Background: an optimization exercise with open tools, aiming at a short achievable clock period and few clock cycles. Do not read the settings as production practice.
In this exercise RTL edits were held to simulation tests only and were not proved equivalent to the original.
No activity file was given, so power comes from the tool's default toggle rates.

Setup of build 11:
## hmmm_core
module hmmm_core (
    input  wire        clk,
    input  wire        rst,           
    input  wire [8:0]  code_limit,
    input  wire [5:0]  exc_en,        
    input  wire [1:0]  ibp_en,
    input  wire [7:0]  ibp0_addr,
    input  wire [7:0]  ibp1_addr,
    input  wire        cmd_cont,
    input  wire        cmd_step,
    input  wire        cmd_pause,
    input  wire        in_valid,
    input  wire        in_eof,
    input  wire [15:0] in_data,
    output wire        out_valid,
    output wire [15:0] out_data,
    output reg         mem_req,
    output reg         mem_we,
    output reg  [7:0]  mem_addr,
    output wire [15:0] mem_wdata,
    input  wire        mem_ack,
    input  wire [15:0] mem_rdata,
    output wire [2:0]  state,
    output wire [3:0]  stop_reason,
    output wire [15:0] pc_out,
    output wire [1:0]  bp_hit,
    output wire        exc_valid,
    output wire [2:0]  exc_kind,
    output wire [15:0] exc_epc,
    output wire [15:0] exc_addr,
    input  wire [3:0]  dbg_sel,
    output wire [15:0] dbg_rdata
);
Size in the first run: about 14000 cells after synthesis, ~1300 flip-flops, ~200 I/O pins.
clock: 12.0 ns
lec_check: 0
abc_clock_period_in_ps: 3000
cap_margin: 20
core_margin: 2
core_utilization: 35
slew_margin: 20
standard.sh (not shown) runs the stock make flow with config.mk's settings and CLKGATE_MAP_FILE= SYNTH_SCRIPT=/design/flow/synth_recipe.tcl, a recipe that flattens the netlist after the stock synthesis.
==> flow/flow/run.sh <==
#!/bin/bash
set -euo pipefail
read -r CM CT GM GT < flow/repair.txt
bash standard.sh synth floorplan place > flow_1_synth_place.log 2>&1
bash standard.sh SETUP_SLACK_MARGIN="$CM" TNS_END_PERCENT="$CT" cts > flow_2_cts.log 2>&1
bash standard.sh SETUP_SLACK_MARGIN="$GM" TNS_END_PERCENT="$GT" finish > flow_3_route_finish.log 2>&1
==> flow/flow/repair.txt <==
6 0 5 100
From the logs: build 11 reached the end of the flow and failed the layout checks with max-capacitance violations, max-slew violations.
Testbench counts of build 11, summed over its fixed seeds: cycles 28,963.
> inputs changed (build 11 -> build 50)
- changing SLEW_MARGIN from 20 to 40
- changing CAP_MARGIN from 20 to 40
--- outcome ---
The flow did not stop early for build 50: all stages ran, and the layout cleared the timing, design-rule and antenna checks.
[compare] base=build 11 new=build 50: total clock buffers created by CTS lower; cell area roughly the same; minimum setup slack in the final design lower; worst hold slack lower.
Fmax: build 50 lower than build 11
Build 50: critical path data arrival time is 0.08 ns higher than what build 11 reported.
### build 50 -> build 86
- swapping 40 for 20 in CAP_MARGIN
- swapping 40 for 20 in SLEW_MARGIN
==> flow/flow/repair.txt <==
6 0 6 0
## What came out
From the logs: build 86 reached the end of the flow and failed the layout checks with max-capacitance violations, max-slew violations.
Non-clock buffer count delta for build 86 relative to build 50: 3.7% lower
Worst path arrival time in build 86 is 0.08 ns higher than in build 50
Any difference in total number of vias between build 50 and build 86 is small enough to ignore.
Build 86 vs build 50 — placement-stage cell area dropped slightly
Build 86 and build 50 ended up with nearly the same via count of the first global-routing pass.
Sequential share of layout area: build 86 vs build 50 up 0.16 points
In the flow results for build 86 and build 50, the worst hold slack is smaller on build 50.

hmmm_core, a different RTL version from the one above (not shown whole).
For scale: roughly 14000 cells after synthesis, about 130000 sq um of cells after synthesis.
Settings: LEC_CHECK=0, ABC_CLOCK_PERIOD_IN_PS=3000, CAP_MARGIN=20, CORE_MARGIN=2, CORE_UTILIZATION=35, SLEW_MARGIN=20; clock period 12.0 ns.
==> flow/flow/repair.txt <==
6 0 5 100
Scripts as last shown in full above: flow/flow/run.sh
The starting point finished clean.
Testbench counts at the start, summed over its fixed seeds: cycles 28,963.
Edit:
==> flow/flow/repair.txt (replaced) <==
6 0 6 0
What happened: Hold slack stays flat. Sequential share of layout area rose by 0.26 points. First-iteration DRC count stays flat. Clock power stays flat. Non-clock buffer count fell by 97. Setup slack loses 140 ps. Synthesized area is unchanged. Utilization fell by 0.49 points. Via count fell slightly. Final cell count fell slightly. Power fell slightly.

port drivers added, routing unchanged:
No port has a modelled driver above. Below, the same layouts with a new extraction and two added sets of constraints. Step 1 assumes that a clkbuf_16 drives the clock port and a buf_2 every other input. Step 2 adds t to the input delays and takes it off the output delays; t is the mean of the earliest and latest rising clock arrival at the registers after step 1. Input paths then give back, and output paths get back, about the clock's delay inside the block. Three values: ideal ports, drivers, drivers and shift; two values: the first two.
| run | t (ns) | setup slack, ns | hold slack, ns | worst setup path at the end | slew at the worst register clock pin (ns) |
|---|---|---|---|---|---|
| build 11 | 1.043 | 4.626 / 4.512 / 3.892 | 0.449 / 0.449 / 0.449 | input to register | 0.07 / 0.07 |
| build 50 | 1.051 | 4.550 / 4.435 / 3.953 | 0.445 / 0.445 / 0.445 | input to register | 0.07 / 0.07 |
| build 86 | 1.048 | 4.474 / 4.359 / 3.973 | 0.449 / 0.449 / 0.449 | input to register | 0.07 / 0.07 |
| the first run of note 2 | 1.050 | 4.245 / 4.133 / 4.244 | 0.449 / 0.449 / 0.449 | input to register | 0.09 / 0.09 |
| the second run of note 2 | 1.054 | 4.109 / 4.109 / 3.833 | 0.451 / 0.451 / 0.451 | input to register | 0.09 / 0.09 |
For build 11, which loses most, drivers alone change the setup slack by -0.114 ns; drivers and shift together by -0.734 ns.
